Context: an optimization exercise on an open-source flow, tuned for small area and few clock cycles. The choices shown serve that exercise and are no tape-out recipe. The RTL was checked by simulation tests, not by an equivalence proof against the original design. No activity file was given, so power comes from the tool's default toggle rates.

===== design.v =====
module flnet_codec #(
    parameter [15:0] TYPECODE_TOKEN   = 16'hFDE8,
    parameter [15:0] TYPECODE_TRIGGER = 16'hFDE9
) (
    input  wire         clk,
    input  wire         rst,
    input  wire         rx_valid,
    input  wire [7:0]   rx_data,
    input  wire         rx_last,
    output wire         rx_ready,
    output reg          res_valid,
    output reg  [7:0]   res_status,
    output reg  [1:0]   res_kind,
    output reg  [495:0] res_hdr,
    output reg  [239:0] res_names,
    input  wire         tx_start,
    input  wire         tx_part,
    input  wire [495:0] tx_hdr,
    input  wire [239:0] tx_names,
    output wire         tx_start_ready,
    output wire         tx_valid,
    output wire [7:0]   tx_data,
    output wire         tx_last,
    input  wire         tx_ready
);
    localparam [7:0] ST_OK           = 8'h00;
    localparam [7:0] ST_TOO_SHORT    = 8'h01;
    localparam [7:0] ST_NOT_IMPL     = 8'h03;
    localparam [7:0] ST_WRAP_SHORT   = 8'h81;
    localparam [1:0] KIND_TOKEN   = 2'd1;
    localparam [1:0] KIND_TRIGGER = 2'd2;
    localparam integer HDR_LEN  = 64;
    localparam integer PART_LEN = 96;
    reg [7:0] in_buf [0:PART_LEN-1];
    reg [6:0] in_len;        
    reg       rx_decode;     
    assign rx_ready = !rx_decode;
    wire rx_fire = rx_valid && rx_ready;
    always @(posedge clk) begin
        if (rx_fire && in_len < PART_LEN)
            in_buf[in_len] <= rx_data;
    end
    always @(posedge clk) begin
        if (rst) begin
            in_len    <= 7'd0;
            rx_decode <= 1'b0;
        end else if (rx_decode) begin
            in_len    <= 7'd0;
            rx_decode <= 1'b0;
        end else if (rx_fire) begin
            if (in_len != 7'd127)
                in_len <= in_len + 7'd1;
            if (rx_last)
                rx_decode <= 1'b1;
        end
    end
    wire [15:0] type_code = {in_buf[40], in_buf[41]};
    reg [495:0] dec_hdr;
    reg [239:0] dec_names;
    integer i;
    always @* begin
        for (i = 0; i < 38; i = i + 1)
            dec_hdr[495 - 8*i -: 8] = in_buf[i];
        for (i = 40; i < 64; i = i + 1)
            dec_hdr[495 - 8*(i-2) -: 8] = in_buf[i];
        for (i = 0; i < 30; i = i + 1)
            dec_names[239 - 8*i -: 8] = in_buf[64 + i];
    end
    reg [7:0] dec_status;
    reg [1:0] dec_kind;
    always @* begin
        dec_kind = 2'd0;
        if (in_len < HDR_LEN) begin
            dec_status = ST_TOO_SHORT;
        end else if (type_code == TYPECODE_TOKEN) begin
            dec_status = ST_OK;
            dec_kind   = KIND_TOKEN;
        end else if (type_code == TYPECODE_TRIGGER) begin
            if (in_len < PART_LEN) begin
                dec_status = ST_WRAP_SHORT;
            end else begin
                dec_status = ST_OK;
                dec_kind   = KIND_TRIGGER;
            end
        end else begin
            dec_status = ST_NOT_IMPL;
        end
    end
    always @(posedge clk) begin
        if (rst) begin
            res_valid  <= 1'b0;
            res_status <= 8'h00;
        end else begin
            res_valid <= rx_decode;
            if (rx_decode)
                res_status <= dec_status;
        end
    end
    always @(posedge clk) begin
        if (rst) begin
            res_kind <= 2'd0;
        end else if (rx_decode && dec_status == ST_OK) begin
            res_kind <= dec_kind;
        end
    end
    always @(posedge clk) begin
        if (rx_decode && dec_status == ST_OK) begin
            res_hdr <= dec_hdr;
            if (dec_kind == KIND_TRIGGER)
                res_names <= dec_names;
        end
    end
    reg [7:0] out_buf [0:PART_LEN-1];
    reg [6:0] out_len;
    reg [6:0] out_idx;
    reg       tx_busy;
    assign tx_start_ready = !tx_busy;
    assign tx_valid       = tx_busy;
    assign tx_data        = out_buf[out_idx];
    assign tx_last        = tx_busy && (out_idx == out_len - 7'd1);
    integer j;
    always @(posedge clk) begin
        if (tx_start && tx_start_ready) begin
            for (j = 0; j < 38; j = j + 1)
                out_buf[j] <= tx_hdr[495 - 8*j -: 8];
            out_buf[38] <= 8'h00;
            out_buf[39] <= 8'h00;
            for (j = 40; j < 64; j = j + 1)
                out_buf[j] <= tx_hdr[495 - 8*(j-2) -: 8];
            for (j = 0; j < 30; j = j + 1)
                out_buf[64 + j] <= tx_names[239 - 8*j -: 8];
            out_buf[94] <= 8'h00;
            out_buf[95] <= 8'h00;
        end
    end
    always @(posedge clk) begin
        if (rst) begin
            tx_busy <= 1'b0;
            out_idx <= 7'd0;
            out_len <= 7'd0;
        end else if (!tx_busy) begin
            if (tx_start) begin
                tx_busy <= 1'b1;
                out_idx <= 7'd0;
                out_len <= tx_part ? PART_LEN[6:0] : HDR_LEN[6:0];
            end
        end else if (tx_ready) begin
            if (tx_last)
                tx_busy <= 1'b0;
            else
                out_idx <= out_idx + 7'd1;
        end
    end
endmodule

===== constraint.sdc =====
create_clock -name core_clock -period 8.0 [get_ports {clk}]
set_input_delay 1.6000 -clock core_clock [delete_from_list [all_inputs] [get_ports {clk}]]
set_output_delay 1.6000 -clock core_clock [all_outputs]
set_load 0.01 [all_outputs]

===== run.sh =====
#!/bin/bash
# synth_recipe.tcl (not shown) runs the flow's synth.tcl, then flattens the netlist and writes it again
# the make line also repeats each setting of config.mk as NAME=value (left out here)
make -C /OpenROAD-flow-scripts/flow DESIGN_CONFIG=/design/flow/config.mk WORK_HOME=/design/flow/orfs CLKGATE_MAP_FILE= SYNTH_SCRIPT=/design/flow/synth_recipe.tcl finish

===== config.mk =====
export PLATFORM = sky130hd
export DESIGN_NAME = flnet_codec
export DESIGN_NICKNAME = flnet_codec
export VERILOG_FILES = /design/flow/design.v
export SDC_FILE = /design/flow/constraint.sdc
export NUM_CORES = 4
export LEC_CHECK = 0
export CAP_MARGIN = 20
export CORE_AREA = 10 10 470 470
export DIE_AREA = 0 0 480 480
export SLEW_MARGIN = 20

==> impl_metrics.yaml <==
run_status:
  status: "no timing/DRC/antenna violations"
grt:
  antenna_found_initial: 64
  grt_first_pass_wirelength_um: 432000
  grt_pass1_vias: 42200
  grt_max_degree: 190
  grtUsageTotal_pct: 28.4
  overflow: 0
placed_design:
  dpl_cell_area_um2: 93200
  gp_congestion: 1.00
  hpwl_um: 266000
  place.port_buffers: 1504
cts:
  cts.sinks: 2232
  clkLatencyLatePin_ns: 0.89
  tritoncts: "yes"
  clockBufferDepth: 3
  postCtsSetupRepairBufs: 0
  clk_pin_slew_ns: 0.07
  cts_buffers: 219
  ctsHoldBuffers: 0
  ctsResizeCount: 0
  cts_root_buf: "clkbuf_16"
  cts-htree-levels: 4
logic_synthesis:
  synth_enable_flop_cells: 2208
  ys_seq_area_share_pct: 90.5
  yosys.area.top_type: "edfxtp_1"
  synth_area_leaders: "edfxtp_1 (90%), a22oi_1 (2.3%), nor2_1 (0.96%)"
  synth_ff_type: "edfxtp_1"
  netlist-cell-type-count: 68
  yosysTopAreaCellShare_pct: 89.8
  syn_avg_cell_area_um2: 21.9
  synthesis.area_um2: 73800
  yosys_warnings: 2
  ys_async_sr_fraction_pct: 0
  synth_cells: 3368
  ys_ff_latch: 2232
hold_path:
  hold_class: "reg -> reg"
detailed_routing:
  drt-vias-per-instance: 5.27
  wl_per_cell_um: 41.9
  vias: 42900
  drc: 0
  drt-total-wl_um: 341000
  drt_iter0_markers: 5303
  dr.pass1.iters: 8
  ant_nets: 0
layout:
  final_cell_mix: "edfxtp_1 (2208), clkdlybuf4s50_1 (1496), a22oi_1 (228), clkbuf_16 (219), nor2_1 (171)"
  final_common_cell: "edfxtp_1"
  final_area_um2: 100000
  drive_gt1_share_pct: 9.51
  final_nets: 5873
  area_delta_synth_final_pct: 35.8
  utilization_pct: 47.7
timing:
  max-slew-margin-rel_pct: 19.9
  rsz0062_at_grt: "no"
  setup_viol_count_final: 0
  period_needed_ns: 7.32
  slew_viol_final: 0
  hold_viol: 0
  fmax_mhz: 137
  hold_slack_ns: 0.374
  max_slew.worst_pin.slew_ns: 1.20
  clock_skew_ns: 0.0771
  finalCritPeriodShare_pct: 91.4
floorplan:
  num_io_pins: 1510
  fp.dieH_um: 480
  start_util_pct: 35.2
  rows: 168
  core-area_um2: 210000
  dieArea_um2: 230000
  die_w_um: 480
setup_path:
  worstSetupEndpointType: "primary output"
  path_cells: "inv_1 -> ha_1 -> nand2b_1 -> nor2_2 -> a222oi_1 -> nand3_1 -> nor4_1 -> nand4_1 -> mux2_2 -> clkdlybuf4s50_1"
  regToRegSetupSlack_ns: 4.42
  critPathLaunchType: "flip-flop"
  crit_type: "reg -> out"
  slowest_delay_ns: 0.69
  cp_data_arrival_time_ns: 5.72
  critical_path_peak_fanout: 18
  worst-endpoint-required_ns: 6.40
  critPathSlowestCell: "nand2b_1"
power:
  leakage_nw: 32.6
  finalPower_mw: 24.1
  peakVddDrop_mv: 0.225
  powerDensity_nw_per_um2: 240
flow_run:
  cap_violations: 0
==> worst max-delay path: cells and delay by family, from the launching register on <==
family / cells / cell delay [ns]
AND/OR/NAND/NOR: 5 / 2.33
buffers and inverters: 2 / 0.58
AO/OA/AOI/OAI: 1 / 0.57
adder cells (fa/ha/maj): 1 / 0.48
multiplexers: 1 / 0.47
flip-flops: 1 / 0.43
==> report_power, final <==
part | switching [mW] | total [mW] | internal [mW] | leakage [nW]
combinational | 0.376 | 0.738 | 0.362 | 8.74
clock | 4.48 | 10.0 | 5.53 | 3.38
sequential | 0.240 | 13.3 | 13.1 | 20.4
total | 5.09 | 24.1 | 19.0 | 32.6
==> layer usage <==
| layer | global-route usage (%) | up-vias | wire length, µm |
|---|---|---|---|
| met5 | 0 | - | 91 |
| met4 | 14.3 | 14 | 20600 |
| met3 | 6.21 | 584 | 23900 |
| met2 | 51.3 | 2512 | 178000 |
| met1 | 31.3 | 22500 | 118000 |
| li1 | - | 17300 | - |
==> cell type report <==
cell class | count | area, µm²
Antenna cell | 27 | 67.6
Clock buffer | 273 | 5680
Clock inverter | 132 | 1310
Fill cell | 17500 | 110000
Inverter | 16 | 67.6
Multi-Input combinational cell | 1031 | 6820
Sequential cell | 2232 | 66800
Tap cell | 2805 | 3510
Timing Repair Buffer | 1617 | 16000
==> sequential cells by signal, indices dropped and copies added (netlist names) <==
signal      count
res_names     240
out_len         2
out_buf       736
rx_decode       1
tx_busy         1
res_valid       1
in_len          7
out_idx         7
res_hdr       496
in_buf        736
res_status      3
res_kind        2
==> logic make-up (layout without fill, tap and decap cells) <==
logic type | Yosys count | in the layout | synth area share, %
other cells | 1 | 32 | 0.00508
flops | 2232 | 2232 | 90.5
simple gates | 589 | 589 | 4.07
fa+ha+maj | 5 | 5 | 0.0848
buf+inv | 109 | 2038 | 0.709
xor+xnor | 10 | 10 | 0.119
compound gates | 398 | 398 | 4.20
mux | 24 | 24 | 0.341
==> path summary, 6_finish.rpt <==
check	startpoint	endpoint	cells after the start
worst min register to register	in_buf[56][4]	res_hdr[60]	0
worst max register to register	in_buf[40][1]	res_hdr[175]	6
worst max-delay path	out_idx[1]	tx_data[0]	10
worst min-delay path	in_buf[56][4]	res_hdr[60]	0
==> cell usage after synthesis, drive strengths merged, types with 15 or more instances <==
cell,n
edfxtp,2208
buf,44
clkbuf,49
a21oi,20
nor2b,17
nor2,188
and3,53
a32oi,59
inv,16
nand4,56
a22o,22
nand2,93
nor4,30
nor3,40
mux2i,15
nand2b,18
a2111oi,19
a22oi,228
dfxtp,24
nand3,40
==> through the flow <==
| step | setup WS, ns | std cells | TNS, ns |
|---|---|---|---|
| 2_1_floorplan | -6.02 | 3372 | -4608.94 |
| 3_3_place_gp | 1.41 | 7700 | 0 |
| 3_5_place_dp | 1.62 | 7701 | 0 |
| 4_1_cts | 0.640 | 8106 | 0 |
| 5_1_grt | 0.519 | 8115 | 0 |
| 6_report | 0.684 | 8133 | 0 |
Testbench counts, summed over its fixed seeds: cycles 31,648.

-- port drivers added, routing unchanged --
The results above use ideal ports. As a check the final layout listed here was re-extracted and re-timed, cells and wires unchanged. Step 1 sets driving cells, clkbuf_16 on the clock port and buf_2 on the other inputs (assumed; they add their load-dependent delay and slew). Step 2 also shifts input and output timing later by t, the mid clock arrival at the registers, as if the neighbouring blocks saw the same clock. a / b / c = no drivers / after step 1 / after step 2; a / b = the first two.
t (ns): 0.962
setup slack, ns: 0.684 / 0.581 / 1.542
worst hold slack (ns): 0.374 / 0.374 / 0.374
worst slew at a driven data input, ns: 0.26
cell pins on the clock port's net: 1
After both steps setup and hold are still met in this run. The setup slack of this run moves by -0.103 ns with the drivers and by +0.858 ns with both steps.
